Context: an optimization exercise on an open-source flow, tuned for small area, a short achievable clock period and few clock cycles per item. The choices shown serve that exercise and are no tape-out recipe. In this exercise RTL edits were held to simulation tests only and were not proved equivalent to the original.

==> module spidrv_core, before the edit <==
module spidrv_core (
    input  wire        clk,
    input  wire        rst,
    input  wire        cfg_valid,
    output reg         cfg_ready,
    input  wire [31:0] cfg_in_min,
    input  wire [31:0] cfg_in_max,
    input  wire [31:0] cfg_out_min,
    input  wire [31:0] cfg_out_max,
    input  wire        cfg_little_endian,
    output reg         cfg_done,
    output reg  [2:0]  cfg_err,
    output reg  [31:0] cfg_scale,
    input  wire        s_valid,
    output reg         s_ready,
    input  wire [23:0] s_data,
    output reg         m_valid,
    input  wire        m_ready,
    output reg  [31:0] m_data
);
    localparam S_IDLE = 3'd0, S_C1 = 3'd1, S_C2 = 3'd2,
               S_DIV = 3'd4, S_RND = 3'd5, S_M3 = 3'd6;
    reg [2:0]  state;
    reg [3:0]  dcnt;
    reg        mapper_ok;
    reg        little_endian;
    reg [31:0] bsub;                
    reg [31:0] out_min;
    reg [25:0] m3;                  
    reg [23:0] f0, f1;
    reg [7:0]  f0h;
    reg        wp, rp;
    reg [1:0]  fcnt;
    reg        v1, z1, n1;
    reg [7:0]  ex1;
    reg [22:0] m1;
    reg        v2, zp2, ovf2, big2, n2, pl2;
    reg [25:0] ph2;
    reg [5:0]  sh2;
    reg [24:0] rem;
    reg [7:0]  e_num;
    reg        num_zero, err3, err4;
    wire idle   = (state == S_IDLE);
    wire cfgm   = (state == S_C1) | (state == S_C2);     
    wire cstart = idle & cfg_valid;
    wire [23:0] head = rp ? f1 : f0;
    wire [31:0] opa;
    spidrv_remap u_dec (.f(head), .fh(f0h), .le(little_endian), .cfgm(cfgm), .a(opa));
    wire [31:0] mag;
    wire        n1_d;
    spidrv_absdiff u_abs (.a(opa), .b(bsub), .uns(cfgm), .mag(mag), .neg(n1_d));
    wire        z1_d;
    wire [7:0]  ex1_d;
    wire [22:0] m1_d;
    spidrv_int2f u_i2f (.mag(mag), .zero(z1_d), .e(ex1_d), .m(m1_d));
    wire        m3cyc = (state == S_M3);
    wire [23:0] mx = m3cyc ? 24'h60_0000 : {1'b1, m1};
    wire [47:0] P;
    spidrv_fmul u_mul (.mx(mx), .ms({1'b1, cfg_scale[22:0]}), .m3(m3), .p(P));
    wire [7:0]  es   = cfg_scale[30:23];
    wire [9:0]  shs  = 10'd284 - {2'd0, ex1} - {2'd0, es};
    wire [31:0] y;
    spidrv_f2i u_f2i (.ph(ph2), .pl(pl2), .zp(zp2), .ovf(ovf2), .big(big2),
                      .sh(sh2), .neg(n2), .out_min(out_min), .y(y));
    wire [1:0]  qb;
    wire [24:0] rem_n;
    spidrv_newmapper u_div (.rem(rem), .den({1'b1, m1}), .qb(qb), .rem_n(rem_n));
    wire [31:0] scale_r;
    spidrv_qround u_qr (.quo(cfg_scale[25:0]), .rem_nz(rem != 25'd0),
                        .e_num(e_num), .e_den(ex1), .num_zero(num_zero),
                        .scale(scale_r));
    wire en   = ~m_valid | m_ready;
    wire push = s_valid & s_ready;
    wire pop  = en & (fcnt != 2'd0);
    wire [1:0] fcnt_n = fcnt + {1'b0, push} - {1'b0, pop};
    wire cerr = err3 | err4 | z1;
    always @(posedge clk) begin
        if (cstart | (state == S_C1)) begin
            f0  <= (state == S_C1) ? cfg_in_max[23:0]  : cfg_out_max[23:0];
            f0h <= (state == S_C1) ? cfg_in_max[31:24] : cfg_out_max[31:24];
        end else if (s_ready & ~wp) begin
            f0 <= s_data;
        end
        if (s_ready & wp)
            f1 <= s_data;
        if (cstart)
            bsub <= cfg_out_min;
        if (state == S_C1) begin
            bsub          <= cfg_in_min;
            out_min       <= cfg_out_min;
            little_endian <= cfg_little_endian;
            err3          <= f0h[7];
        end
        if (state == S_C2)
            err4 <= f0h[7];
        if (idle ? en : cfgm) begin
            z1  <= z1_d;
            n1  <= n1_d;
            ex1 <= ex1_d;
            m1  <= m1_d;
        end
        if (en) begin
            ph2  <= P[47:22];
            pl2  <= |P[21:0];
            zp2  <= z1 | (es == 8'd0);
            ovf2 <= shs[9];
            big2 <= ~shs[9] & (shs[8:0] > 9'd32);
            sh2  <= shs[5:0];
            n2   <= n1;
            m_data <= y;
        end
        if (m3cyc)
            m3 <= P[46:21];
        if (state == S_C2) begin
            rem      <= {1'b1, m1};
            e_num    <= ex1;
            num_zero <= z1;
        end else if (state == S_DIV) begin
            rem       <= rem_n;
            cfg_scale <= {cfg_scale[29:0], qb};
        end else if (state == S_RND) begin
            cfg_scale <= scale_r;
        end
        if (rst) begin
            state     <= S_IDLE;
            dcnt      <= 4'd0;
            mapper_ok <= 1'b0;
            fcnt      <= 2'd0;
            wp        <= 1'b0;
            rp        <= 1'b0;
            v1        <= 1'b0;
            v2        <= 1'b0;
            m_valid   <= 1'b0;
            s_ready   <= 1'b0;
            cfg_ready <= 1'b0;
            cfg_done  <= 1'b0;
            cfg_err   <= 3'd0;
        end else begin
            cfg_done <= 1'b0;
            if (en) begin
                v1      <= fcnt != 2'd0;
                v2      <= v1;
                m_valid <= v2;
            end
            fcnt <= fcnt_n;
            if (push) wp <= ~wp;
            if (pop)  rp <= ~rp;
            s_ready <= mapper_ok & idle & ~cfg_valid & (fcnt_n != 2'd2);
            case (state)
                S_IDLE: begin
                    dcnt <= 4'd0;
                    if (cfg_valid) begin
                        state     <= S_C1;
                        mapper_ok <= 1'b0;
                        wp        <= 1'b0;
                        rp        <= 1'b0;
                    end
                end
                S_C1: begin
                    state     <= S_C2;
                    cfg_ready <= 1'b1;
                end
                S_C2: begin
                    state     <= S_DIV;
                    cfg_ready <= 1'b0;
                end
                S_DIV: begin
                    dcnt <= dcnt + 4'd1;
                    if (dcnt == 4'd0 && cerr) begin
                        state    <= S_IDLE;
                        cfg_done <= 1'b1;
                        cfg_err  <= err3 ? 3'd3 : err4 ? 3'd4 : 3'd5;
                    end else if (dcnt == 4'd12) begin
                        state <= S_RND;
                    end
                end
                S_RND: state <= S_M3;
                S_M3: begin
                    state     <= S_IDLE;
                    cfg_done  <= 1'b1;
                    cfg_err   <= 3'd0;
                    mapper_ok <= 1'b1;
                    s_ready   <= 1'b1;
                end
                default: state <= S_IDLE;
            endcase
        end
    end
endmodule
Settings: LEC_CHECK=0, CAP_MARGIN=20, CORE_MARGIN=2, CORE_UTILIZATION=40, SLEW_MARGIN=20; clock period 32.0 ns.
standard.sh (not shown) runs the stock make flow with config.mk's settings and CLKGATE_MAP_FILE= SYNTH_SCRIPT=/design/flow/synth_recipe.tcl, a recipe that flattens the netlist after the stock synthesis.
==> flow/flow/run.sh <==
#!/bin/bash
# Standard layout, with repair_timing asked to keep extra setup margin so that
# the critical paths are sized for speed (the clock and constraints are unchanged).
set -euo pipefail
bash standard.sh SETUP_SLACK_MARGIN=24 finish > standard_flow.log 2>&1
The starting point completed without violations.
Testbench counts at the start, summed over its fixed seeds: cycles 21,408, items 19,200.
Next try:
--- a/flow/design.v
+++ b/flow/design.v
@@ -1731,5 +1731,5 @@
     output reg  [31:0] m_data
 );
-    localparam S_IDLE = 3'd0, S_C1 = 3'd1, S_C2 = 3'd2,
+    localparam S_IDLE = 3'd0, S_C1 = 3'd1, S_C2 = 3'd2, S_C3 = 3'd3,
                S_DIV = 3'd4, S_RND = 3'd5, S_M3 = 3'd6;
     reg [2:0]  state;
@@ -1744,4 +1744,6 @@
     reg        wp, rp;
     reg [1:0]  fcnt;
+    reg        va, na;
+    reg [31:0] maga;
     reg        v1, z1, n1;
     reg [7:0]  ex1;
@@ -1754,16 +1756,17 @@
     reg        num_zero, err3, err4;
     wire idle   = (state == S_IDLE);
-    wire cfgm   = (state == S_C1) | (state == S_C2);     
+    wire cfga   = (state == S_C1) | (state == S_C2);     
+    wire cfgb   = (state == S_C2) | (state == S_C3);     
     wire cstart = idle & cfg_valid;
     wire [23:0] head = rp ? f1 : f0;
     wire [31:0] opa;
-    spidrv_remap u_dec (.f(head), .fh(f0h), .le(little_endian), .cfgm(cfgm), .a(opa));
-    wire [31:0] mag;
-    wire        n1_d;
-    spidrv_absdiff u_abs (.a(opa), .b(bsub), .uns(cfgm), .mag(mag), .neg(n1_d));
+    spidrv_remap u_dec (.f(head), .fh(f0h), .le(little_endian), .cfgm(cfga), .a(opa));
+    wire [31:0] maga_d;
+    wire        na_d;
+    spidrv_absdiff u_abs (.a(opa), .b(bsub), .uns(cfga), .mag(maga_d), .neg(na_d));
     wire        z1_d;
     wire [7:0]  ex1_d;
     wire [22:0] m1_d;
-    spidrv_int2f u_i2f (.mag(mag), .zero(z1_d), .e(ex1_d), .m(m1_d));
+    spidrv_int2f u_i2f (.mag(maga), .zero(z1_d), .e(ex1_d), .m(m1_d));
     wire        m3cyc = (state == S_M3);
     wire [23:0] mx = m3cyc ? 24'h60_0000 : {1'b1, m1};
@@ -1806,7 +1809,11 @@
         if (state == S_C2)
             err4 <= f0h[7];
-        if (idle ? en : cfgm) begin
+        if (en) begin
+            maga <= maga_d;
+            na   <= na_d;
+        end
+        if (idle ? en : cfgb) begin
             z1  <= z1_d;
-            n1  <= n1_d;
+            n1  <= na;
             ex1 <= ex1_d;
             m1  <= m1_d;
@@ -1824,5 +1831,5 @@
         if (m3cyc)
             m3 <= P[46:21];
-        if (state == S_C2) begin
+        if (state == S_C3) begin
             rem      <= {1'b1, m1};
             e_num    <= ex1;
@@ -1841,4 +1848,5 @@
             wp        <= 1'b0;
             rp        <= 1'b0;
+            va        <= 1'b0;
             v1        <= 1'b0;
             v2        <= 1'b0;
@@ -1851,5 +1859,6 @@
             cfg_done <= 1'b0;
             if (en) begin
-                v1      <= fcnt != 2'd0;
+                va      <= fcnt != 2'd0;
+                v1      <= va;
                 v2      <= v1;
                 m_valid <= v2;
@@ -1874,7 +1883,8 @@
                 end
                 S_C2: begin
-                    state     <= S_DIV;
+                    state     <= S_C3;
                     cfg_ready <= 1'b0;
                 end
+                S_C3: state <= S_DIV;
                 S_DIV: begin
                     dcnt <= dcnt + 4'd1;
After rerunning:
- via count goes down by 1.7%
- fmax stays flat
- hold slack gets worse by 0.036 ns
- design area goes down by 1.2%
- cell count goes up by 1.1%
- sequential cell count goes up by 34
- register-to-register slack gets better by 0.12 ns
- setup slack gets worse by 0.012 ns
- clock-buffer cell count goes down by 2
- sequential share of layout area goes up by 2.2 points
- global-route usage goes down by 1.0 points
- first-iteration DRC count goes down by 16%
Testbench counts after the change, summed over its fixed seeds: cycles 21,600, items 19,200.

[port drivers added, routing unchanged]
No port has a modelled driver above. Below, the same layouts with a new extraction and two added sets of constraints. Step 1 assumes that a clkbuf_16 drives the clock port and a buf_2 every other input. Step 2 adds t to the input delays and takes it off the output delays; t is the mean of the earliest and latest rising clock arrival at the registers after step 1. Input paths then give back, and output paths get back, about the clock's delay inside the block. Three values: no drivers, after step 1, after step 2; two values: the first two.
run | t, ns | slack for setup (ns) | worst slew at a driven data input, ns | pins driven straight from the clock port
the first run | 0.692 | 24.041 / 23.975 / 23.411 | 0.10 | 1
the second run | 0.671 | 24.029 / 23.966 / 23.461 | 0.07 | 1
After both steps setup and hold are still met in every run listed. The setup slack of the first run, which loses most, moves by -0.066 ns with the drivers and by -0.630 ns with both steps.
